Source: an optimization exercise on an open RTL-to-GDS flow (aim: small area, a short achievable clock period and few clock cycles). Production flows keep margins and buffers that such runs may drop.
Only simulation tests tie the RTL to the original design; equivalence was not proved.
Power is estimated from default activity; no workload was simulated.

## godmr_core
module godmr_core (
    input  wire        clk,
    input  wire        rst,           
    input  wire        req_valid,
    input  wire        req_write,
    input  wire [1:0]  req_size,      
    input  wire [11:0] req_addr,
    input  wire [31:0] req_wdata,
    output reg         resp_valid,
    output reg         resp_err,
    output reg  [31:0] resp_rdata,
    output wire [15:0] qr_code,       
    input  wire        qr_ok          
);
    reg [2:0]   status_err;
    reg [8:0]   crc9;
    reg [15:0]  crc16;
    reg [31:0]  crc32;
    reg [15:0]  sync_hi;
    reg [31:0]  sync_lo;
    reg [15:0]  emb_code;
    reg [7:0]   emb_len;
    reg [3:0]   emb_cc;
    reg [1:0]   emb_lcss;
    reg         emb_valid;
    reg [15:0]  wlen;
    reg [7:0]   b0 [0:52];
    reg [7:0]   b1 [0:52];
    reg [16:0]  wp;      
    reg [16:0]  fp;      
    function integer region;
        input integer k;
        begin
            if (k < 4)       region = 0;
            else if (k < 5)  region = 1;
            else if (k < 8)  region = 2;
            else if (k < 11) region = 3;
            else if (k < 12) region = 4;
            else if (k < 15) region = 5;
            else if (k < 16) region = 6;
            else if (k < 20) region = 7;
            else             region = 8 + (k - 20) / 4;
        end
    endfunction
    function integer flane;
        input integer k;
        begin
            case (k)
                4:  flane = 0;                
  ...
Size in the first run: ~1200 flip-flops, ~42000 um^2 of cells after synthesis.
clock: 5.0 ns
lec_check: 0
cap_margin: 20
core_margin: 2
core_utilization: 40
place_density: 0.6
setup_slack_margin: 2.3
slew_margin: 20
run.sh (not shown) runs the stock make flow with config.mk's settings and CLKGATE_MAP_FILE= SYNTH_SCRIPT=/design/flow/synth_recipe.tcl, a recipe that flattens the netlist after the stock synthesis.
Testbench counts at the start, summed over its fixed seeds: cycles 27,148.
Change:
- PLACE_DENSITY: 0.6 -> 0.7
- SETUP_SLACK_MARGIN: 2.3 -> 2.45
Effect:
- clock power is lower by about 2%
- hold slack is better by 42 ps
- setup slack is better by 56 ps
- die area is unchanged
- routed wire length is lower by 3.0%
- via count is higher by 1.1%
- cell count hardly moves
- combinational power is higher by about 1%
Change:
- CTS_BUF_LIST: default -> sky130_fd_sc_hd__clkbuf_8 sky130_fd_sc_hd__clkbuf_4
- PLACE_DENSITY: 0.7 -> 0.6
The changed run went through all stages and came out clean.
Worst setup slack gets worse by 30 ps.
Non-clock buffer count increases by 26.
Die area is unchanged.
Worst hold slack gets worse by 13 ps.
Combinational power increases slightly.
Design area increases slightly.
Area after synthesis does not change.
Fmax decreases slightly.
Change:
- CTS_BUF_LIST: sky130_fd_sc_hd__clkbuf_8 sky130_fd_sc_hd__clkbuf_4 -> default
- SETUP_SLACK_MARGIN: 2.45 -> 2.0
What happened: Power drops by 1.2%; clock-buffer cell count drops by 139; flip-flop and latch count does not change; via count came out lower by 2.9%; final cell count came out lower by 3.7%; hold slack barely changes; non-clock buffer count goes down by 45; maximum frequency goes down by 11%; sequential share of layout area is higher by 1.4 points; clock power falls by 2.4%; setup slack gets worse by 330 ps.
Change:
- CORE_UTILIZATION: 40 -> 46
- PLACE_DENSITY: 0.6 -> 0.65
- SETUP_SLACK_MARGIN: 2.0 -> 2.45
=> Register-to-register slack gains 190 ps. Critical path depth increases by 4. Core utilization rises by 8.6 points. Cell area increases by 2.8%. Hold slack gains 7.7 ps.

godmr_core again, from the RTL that the note above started with.
make LEC_CHECK=0 CAP_MARGIN=20 CORE_MARGIN=2 CORE_UTILIZATION=40 CTS_CLUSTER_DIAMETER=45 CTS_CLUSTER_SIZE=40 PLACE_DENSITY=0.6 SETUP_SLACK_MARGIN=2.45 SLEW_MARGIN=20 finish   # period 5.0 ns
The first run produced a clean layout.
Testbench counts at the start, summed over its fixed seeds: cycles 27,148.
Next try:
Settings changed: CTS_CLUSTER_DIAMETER 45 to default, CTS_CLUSTER_SIZE 40 to default, TNS_END_PERCENT from default to 30.
Result: The changed run went through all stages and came out clean; synthesized cell count does not change; final area is lower by 1.3%; power is lower by 0.69%; non-clock buffer count is lower by 31; final cell count is lower by 0.77%; setup slack got worse by 0.18 ns; clock-buffer cell count is higher by 34; utilization is lower by 0.65 points; die area stays the same; combinational power is lower by 4.2%.
Next try:
Settings changed: CTS_CLUSTER_DIAMETER from default to 60, CTS_CLUSTER_SIZE from default to 30, TNS_END_PERCENT 30 to default.
Global-route usage rose by 0.43 points.
Cell area goes down by 0.76%.
Synthesized area is unchanged.
Routed wire length rises by 1.7%.
Fmax rose by 1.4%.
Cell count is lower by 0.62%.
Sequential share of layout area climbs by 0.51 points.
Die area stays the same.

## v44
Starting RTL as in the previous note.
Settings: LEC_CHECK=0, CAP_MARGIN=20, CORE_MARGIN=2, CORE_UTILIZATION=40, PLACE_DENSITY=0.6, SETUP_SLACK_MARGIN=2.52, SLEW_MARGIN=20; clock period 5.0 ns.
Testbench counts of v44, summed over its fixed seeds: cycles 27,148.
The following lists how v22 was set up differently from v44:
- SETUP_SLACK_MARGIN now 2.4, was 2.52
v22 completed; timing, DRC and antenna clean
[compare] base=v44 new=v22: total power of the final layout decreased 0.88%; global-route usage over all layers essentially unchanged; register-to-register setup slack decreased 100 ps.
> inputs changed (v22 -> v49)
- swapping 2.4 for 2.45 in SETUP_SLACK_MARGIN
- putting GPL_ROUTABILITY_DRIVEN at 0 where nothing was set
Notes after the runs:
On combined global-route utilization of all metal layers: v49 sits above v22.
Relative to v22, post-route worst hold slack increased by 5.8 ps in v49.
Endpoint required time on the critical path (lower): v22
Changes observed in v49 relative to v22: met1 wire length has increased, overall power has remained practically unchanged, maximum operating frequency has increased, total setup buffers inserted after CTS has decreased, pin slew with the least headroom to its limit has decreased.
Going from v22 to v49, the share of the final layout cell area in sequential cells was found to have gone down by 0.43 points.
v49: full flow OK, the timing, design-rule and antenna checks passed
Relative to v22, the final worst clock skew of v49 is lower by 9.6 ps.
Input-level comparison between v42 and v49:
- SETUP_SLACK_MARGIN changed from 2.45 to 2.6
- GPL_ROUTABILITY_DRIVEN removed (was 0)
==> summary.txt <==
Run comparison: v42 slowest cell on the critical path or3_1; v49 slowest cell on the critical path a221oi_2
v42 ended with more area overhead of the layout relative to synthesis than v49.
Clock period minus final worst setup slack for v42: 23 ps up relative to v49
| overall power consumption | v42 vs v49 | 1.1% lower |
Core utilization: v42 higher than v49
Compared with v49, v42 shows a critical path depth that is 5 higher.
Changes in v16 relative to v42:
- SETUP_SLACK_MARGIN: 2.6 -> 2.45
or3_1 as the slowest cell on the critical path was reported by v42, and dfxtp_2 by v16. v16 vs v42, ratio of final minimum period to clock period went down by 1.4 points. Re distinct cell type count after synthesis: no difference whatsoever between v16 and v42. Setup slack after layout, v16 and v42: higher on v16. v16 against v42: non-clock buffer count down 64; power attributed to combinational cells shows a reduction of about 8%. NOTE: worst path arrival time in v16 falls short of that of v42. Diff v42 -> v16: via count dropped about 1.6%; critical path depth dropped 5; fraction of power consumed by combinational cells dropped 0.3 points; switching power as a share of total power barely changed; number of cells on the worst hold path barely changed.

-- separate check: timing with driven ports --
How much do the figures lean on ideal ports? The routed layouts below were timed once more, with nothing changed but the port constraints.
Step 1 assumes that a clkbuf_16 drives the clock port and a buf_2 every other input.
Step 2 adds t to the input delays and takes it off the output delays; t is the mean of the earliest and latest rising clock arrival at the registers after step 1. Input paths then give back, and output paths get back, about the clock's delay inside the block.
a / b / c = no drivers / after step 1 / after step 2; a / b = the first two.
| run | shift t [ns] | setup slack, ns | worst hold slack (ns) | slew at the worst register clock pin (ns) | pins driven straight from the clock port |
|---|---|---|---|---|---|
| the first run of note 1 | 0.758 | 2.309 / 2.262 / 1.586 | 0.272 / 0.272 / 0.272 | 0.07 / 0.07 | 1 |
| the second run of note 1 | 0.756 | 2.365 / 2.377 / 1.621 | 0.314 / 0.314 / 0.314 | 0.07 / 0.07 | 1 |
| the third run of note 1 | 0.934 | 2.335 / 2.270 / 1.555 | 0.302 / 0.302 / 0.302 | 0.07 / 0.07 | 1 |
| the fourth run of note 1 | 0.750 | 2.005 / 1.985 / 1.299 | 0.300 / 0.300 / 0.300 | 0.07 / 0.07 | 1 |
| the fifth run of note 1 | 0.754 | 2.217 / 2.241 / 1.487 | 0.308 / 0.308 / 0.308 | 0.07 / 0.07 | 1 |
| the first run of note 2 | 0.774 | 2.442 / 2.428 / 1.704 | 0.321 / 0.321 / 0.321 | 0.09 / 0.09 | 1 |
| the second run of note 2 | 0.772 | 2.266 / 2.217 / 1.542 | 0.318 / 0.318 / 0.318 | 0.07 / 0.07 | 1 |
| the third run of note 2 | 0.750 | 2.305 / 2.339 / 1.590 | 0.319 / 0.319 / 0.319 | 0.10 / 0.10 | 1 |
| v44 | 0.774 | 2.396 / 2.420 / 1.646 | 0.310 / 0.310 / 0.310 | 0.07 / 0.07 | 1 |
| v22 | 0.754 | 2.343 / 2.349 / 1.620 | 0.270 / 0.270 / 0.270 | 0.07 / 0.07 | 1 |
| v49 | 0.770 | 2.386 / 2.372 / 1.601 | 0.275 / 0.275 / 0.275 | 0.07 / 0.07 | 1 |
| v42 | 0.780 | 2.363 / 2.394 / 1.614 | 0.315 / 0.315 / 0.315 | 0.07 / 0.07 | 1 |
| v16 | 0.768 | 2.432 / 2.427 / 1.724 | 0.322 / 0.322 / 0.322 | 0.07 / 0.07 | 1 |
After both steps setup and hold are still met in every run listed. The setup slack of v49, which loses most, moves by -0.014 ns with the drivers and by -0.785 ns with both steps.
